What follows belongs to an exercise in optimizing a design on an open flow for small area, a short achievable clock period and few clock cycles per item; a production flow would make more cautious choices. Only simulation tests tie the RTL to the original design; equivalence was not proved.

Setup of job 101:
// pbkdf2_iter
module pbkdf2_iter (
    input  wire         clk,
    input  wire         rst,           
    input  wire         in_valid,
    output wire         in_ready,
    input  wire [255:0] istate,
    input  wire [255:0] ostate,
    input  wire [255:0] u1,
    input  wire [16:0]  iterations,    
    output reg          out_valid,
    output wire [255:0] dk
);
    function [31:0] rotr;
        input [31:0] x;
        input integer n;
        rotr = (x >> n) | (x << (32 - n));
    endfunction
    function [31:0] big_sigma0;
        input [31:0] x;
        big_sigma0 = rotr(x, 2) ^ rotr(x, 13) ^ rotr(x, 22);
    endfunction
    function [31:0] big_sigma1;
        input [31:0] x;
        big_sigma1 = rotr(x, 6) ^ rotr(x, 11) ^ rotr(x, 25);
    endfunction
    function [31:0] small_sigma0;
        input [31:0] x;
        small_sigma0 = rotr(x, 7) ^ rotr(x, 18) ^ (x >> 3);
    endfunction
    function [31:0] small_sigma1;
  ...
==> flow/config.mk <==
export PLATFORM = sky130hd
export DESIGN_NAME = pbkdf2_iter
export DESIGN_NICKNAME = pbkdf2_iter
export VERILOG_FILES = /design/flow/design.v
export SDC_FILE = /design/flow/constraint.sdc
export NUM_CORES = 4
export LEC_CHECK = 0
export CAP_MARGIN = 20
export CORE_MARGIN = 2
export CORE_UTILIZATION = 58
export PLACE_DENSITY = 0.68
export SETUP_SLACK_MARGIN = 5
export SLEW_MARGIN = 20
export TNS_END_PERCENT = 5
==> flow/constraint.sdc <==
create_clock -name core_clock -period 10.0 [get_ports {clk}]
set_input_delay 2.0000 -clock core_clock [delete_from_list [all_inputs] [get_ports {clk}]]
set_output_delay 2.0000 -clock core_clock [all_outputs]
set_load 0.01 [all_outputs]
standard.sh (not shown) runs the stock make flow with config.mk's settings and CLKGATE_MAP_FILE= SYNTH_SCRIPT=/design/flow/synth_recipe.tcl, a recipe that flattens the netlist after the stock synthesis.
==> flow/flow/run.sh <==
#!/bin/bash
# Standard ORFS layout (the standard.sh, unchanged synthesis, floorplan,
# power grid and tap cells), with two changes:
#  * ports are buffered with sky130_fd_sc_hd__buf_1 instead of the default
#    choice (every input and output port still gets its own buffer);
#  * clock tree: no dummy loads, smaller clock buffers.
set -euo pipefail
export BUFFER_PORTS_ARGS="-buffer_cell sky130_fd_sc_hd__buf_1"
export CTS_ARGS="-sink_clustering_enable -repair_clock_nets -dont_use_dummy_load -buf_list {sky130_fd_sc_hd__clkbuf_8 sky130_fd_sc_hd__clkbuf_16} -sink_clustering_size 30 -sink_clustering_max_diameter 80"
bash standard.sh finish > standard_flow.log 2>&1
Testbench counts of job 101, summed over its fixed seeds: cycles 230,632, iterations 1,846.
--- input diff job 101..job 102 ---
Settings: TNS_END_PERCENT: 5 -> 100; ABC_AREA: unset -> 1.
-- flow/flow/run.sh --
<<< job 101, line 8
export BUFFER_PORTS_ARGS="-buffer_cell sky130_fd_sc_hd__buf_1"
export CTS_ARGS="-sink_clustering_enable -repair_clock_nets -dont_use_dummy_load -buf_list {sky130_fd_sc_hd__clkbuf_8 sky130_fd_sc_hd__clkbuf_16} -sink_clustering_size 30 -sink_clustering_max_diameter 80"
bash standard.sh finish > standard_flow.log 2>&1
>>> job 102, line 8
export BUFFER_PORTS_ARGS="-buffer_cell sky130_fd_sc_hd__buf_1"
export CTS_ARGS="-sink_clustering_enable -repair_clock_nets -dont_use_dummy_load -buf_list {sky130_fd_sc_hd__clkbuf_8 sky130_fd_sc_hd__clkbuf_16} -sink_clustering_size 25 -sink_clustering_max_diameter 80"
bash standard.sh finish > standard_flow.log 2>&1
[summary]
What job 102 reported for via count of the first global-routing pass has to be multiplied by 0.855 to get the figure for job 101.
Re hold violation count in the final report: no difference whatsoever between job 101 and job 102.
In the reports for job 102 and job 101, the larger number of different library cells in the post-synthesis netlist belongs to job 101.
> inputs changed (job 102 -> job 103)
Settings: clearing ABC_AREA, which used to be 1.
-- flow/flow/run.sh --
<<< job 102, line 8
export BUFFER_PORTS_ARGS="-buffer_cell sky130_fd_sc_hd__buf_1"
export CTS_ARGS="-sink_clustering_enable -repair_clock_nets -dont_use_dummy_load -buf_list {sky130_fd_sc_hd__clkbuf_8 sky130_fd_sc_hd__clkbuf_16} -sink_clustering_size 25 -sink_clustering_max_diameter 80"
bash standard.sh finish > standard_flow.log 2>&1
>>> job 103, line 8
export BUFFER_PORTS_ARGS="-buffer_cell sky130_fd_sc_hd__buf_1"
export CTS_ARGS="-sink_clustering_enable -repair_clock_nets -dont_use_dummy_load -buf_list {sky130_fd_sc_hd__clkbuf_8 sky130_fd_sc_hd__clkbuf_16} -sink_clustering_size 30 -sink_clustering_max_diameter 80"
bash standard.sh finish > standard_flow.log 2>&1
On average wire per cell in the routed design: job 103 sits below job 102.
For job 102, the slowest stage cell on the critical path was o21ai_0, unlike job 103, where it was fa_1.
Job 103 vs job 102 — area fraction in and, or, nand and nor cells after synthesis dropped 8.6 points.
Re die footprint: job 102 was higher than job 103.
Sort job 103 and job 102 by synthesized cell count desc -> top: job 102
| synthesized netlist net count | lower: job 103 |
When job 103 is set beside job 102, its number of signal-net buffers in the layout turns out to be 135 larger.
Relative to job 102, the shortest period the worst path allows of job 103 is higher by 0.12 ns.
Number of nets in the layout ended up 16% lower on job 103 than on job 102.
Looking at global-route usage, job 103 sits 14 points below job 102.

pbkdf2_iter, a different RTL version from the one above (not shown whole).
Size: about 6,500 cells after synthesis, roughly 1,600 flip-flops, ~1,000 I/O pins, roughly 69,000 µm² of cells after synthesis.
==> flow/design.v (excerpt) <==
module pbkdf2_iter (
    input  wire         clk,
    input  wire         rst,           
    input  wire         in_valid,
    output wire         in_ready,
    input  wire [255:0] istate,
    input  wire [255:0] ostate,
    input  wire [255:0] u1,
    input  wire [16:0]  iterations,    
    output reg          out_valid,
    output wire [255:0] dk
);
clock: 10.0 ns
lec_check: 0
cap_margin: 20
core_margin: 2
core_utilization: 60
place_density: 0.7
setup_slack_margin: 5
slew_margin: 20
tns_end_percent: 100
==> flow/flow/run.sh <==
#!/bin/bash
# Standard ORFS layout (the standard.sh, unchanged synthesis, floorplan,
# power grid and tap cells), with two changes:
#  * ports are buffered with sky130_fd_sc_hd__buf_1 instead of the default
#    choice (every input and output port still gets its own buffer);
#  * clock tree: no dummy loads, smaller clock buffers;
#  * timing repair aims 7 ns below the clock period (it repairs harder).
set -euo pipefail
export BUFFER_PORTS_ARGS="-buffer_cell sky130_fd_sc_hd__buf_1"
export CTS_ARGS="-sink_clustering_enable -repair_clock_nets -dont_use_dummy_load -buf_list {sky130_fd_sc_hd__clkbuf_8 sky130_fd_sc_hd__clkbuf_16} -sink_clustering_size 30 -sink_clustering_max_diameter 80"
bash standard.sh SETUP_SLACK_MARGIN=7 finish > standard_flow.log 2>&1
The first run did not get past global routing (5_1_grt) with GRT-0232.
Testbench counts at the start, summed over its fixed seeds: cycles 230,632, iterations 1,846.
Next try:
==> flow/flow/run.sh (replaced) <==
#!/bin/bash
# Standard ORFS layout (the standard.sh, unchanged synthesis, floorplan,
# power grid and tap cells), with two changes:
#  * ports are buffered with sky130_fd_sc_hd__buf_1 instead of the default
#    choice (every input and output port still gets its own buffer);
#  * clock tree: no dummy loads, smaller clock buffers.
set -euo pipefail
export BUFFER_PORTS_ARGS="-buffer_cell sky130_fd_sc_hd__buf_1"
export CTS_ARGS="-sink_clustering_enable -repair_clock_nets -dont_use_dummy_load -buf_list {sky130_fd_sc_hd__clkbuf_8 sky130_fd_sc_hd__clkbuf_16} -sink_clustering_size 20 -sink_clustering_max_diameter 60"
bash standard.sh finish > standard_flow.log 2>&1
--- a/flow/config.mk
+++ b/flow/config.mk
@@ -8,6 +8,6 @@
 export CAP_MARGIN = 20
 export CORE_MARGIN = 2
-export CORE_UTILIZATION = 60
-export PLACE_DENSITY = 0.7
+export CORE_UTILIZATION = 50
+export PLACE_DENSITY = 0.6
 export SETUP_SLACK_MARGIN = 5
 export SLEW_MARGIN = 20
What happened:
- Now the flow finished with timing, DRC and antenna clean
- area after synthesis does not change
- synthesized cell count does not change
Next try:
--- a/flow/config.mk
+++ b/flow/config.mk
@@ -8,6 +8,6 @@
 export CAP_MARGIN = 20
 export CORE_MARGIN = 2
-export CORE_UTILIZATION = 50
-export PLACE_DENSITY = 0.6
+export CORE_UTILIZATION = 60
+export PLACE_DENSITY = 0.7
 export SETUP_SLACK_MARGIN = 5
 export SLEW_MARGIN = 20
The new run completed without violations.
Register-to-register slack improves by 0.07 ns.
Critical path depth decreases by 4.
Count of clock-buffer cells in the layout decreases by 16.
Cell area decreases by 1.5%.
Core utilization increases by 11 points.
Next try:
==> flow/run.sh (new file) <==
#!/bin/bash
# synth_recipe.tcl (not shown) runs the flow's synth.tcl, then flattens the netlist and writes it again
# the make line also repeats each setting of config.mk as NAME=value (left out here)
make -C /OpenROAD-flow-scripts/flow DESIGN_CONFIG=/design/flow/config.mk WORK_HOME=/design/flow/orfs CLKGATE_MAP_FILE= SYNTH_SCRIPT=/design/flow/synth_recipe.tcl finish
--- a/flow/config.mk
+++ b/flow/config.mk
@@ -8,6 +8,6 @@
 export CAP_MARGIN = 20
 export CORE_MARGIN = 2
-export CORE_UTILIZATION = 60
-export PLACE_DENSITY = 0.7
+export CORE_UTILIZATION = 50
+export PLACE_DENSITY = 0.6
 export SETUP_SLACK_MARGIN = 5
 export SLEW_MARGIN = 20
removed: flow/flow/run.sh
removed: flow/standard.sh
Outcome: Clock-buffer cell count went up by 107; first-iteration DRC count went down by 22%; worst hold slack is better by 0.047 ns; global-route usage went down by 8.1 points; sequential cell count stays the same; critical path depth went up by 1; routed wire length went down by 0.47%; maximum frequency went down by 0.61%; die area went up by 20%; clock skew went down by 0.072 ns.

pbkdf2_iter, a different RTL version from the one above (not shown whole).
Size in the first run: about 1600 flip-flops, ~0.071 mm² of cells after synthesis.
Settings: LEC_CHECK=0, CAP_MARGIN=20, CORE_MARGIN=2, CORE_UTILIZATION=50, PLACE_DENSITY=0.6, SLEW_MARGIN=20; clock period 10.0 ns.
run.sh (not shown) runs the stock make flow with config.mk's settings and CLKGATE_MAP_FILE= SYNTH_SCRIPT=/design/flow/synth_recipe.tcl, a recipe that flattens the netlist after the stock synthesis.
Stock flow here: none of the scripts above is used.
The starting point completed without violations.
Testbench counts at the start, summed over its fixed seeds: cycles 230,632, iterations 1,846.
Edit:
- SETUP_SLACK_MARGIN: default -> 5
- TNS_END_PERCENT: default -> 100
Result:
- non-clock buffer count is higher by 65
- core utilization is higher by 1.7 points
- critical path depth is lower by 5
- first-iteration DRC count is higher by a few percent
- design area is higher by a few percent
- worst setup slack improves by 2.5 ns
- die area is unchanged

-- separate check: timing with driven ports --
The flow's constraints put no driver on any port. The routed layouts listed below were extracted and timed again, unchanged, in two steps. Step 1, drivers: a clkbuf_16 drives clk and a buf_2 each remaining input, both assumed. Step 2 times the ports against the registers' clock, not the clock port: input delays grow and output delays shrink by t, the midpoint of the rising clock arrivals with the driver on. Three values: no drivers, after step 1, after step 2; two values: the first two.
run | shift t [ns] | setup slack, ns | worst slew at a driven data input, ns
job 101 | 0.755 | 4.806 / 4.806 / 4.806 | 0.23
job 102 | 0.839 | 4.940 / 4.940 / 4.940 | 0.36
job 103 | 0.756 | 4.817 / 4.817 / 4.817 | 0.26
the second run of note 2 | 0.819 | 4.759 / 4.759 / 4.759 | 0.31
the third run of note 2 | 0.791 | 4.831 / 4.831 / 4.831 | 0.22
the fourth run of note 2 | 0.870 | 4.800 / 4.800 / 4.800 | 0.29
the first run of note 3 | 0.876 | 2.506 / 2.506 / 2.506 | 0.43
the second run of note 3 | 0.895 | 4.960 / 4.960 / 4.960 | 0.44
After both steps setup and hold are still met in every run listed.
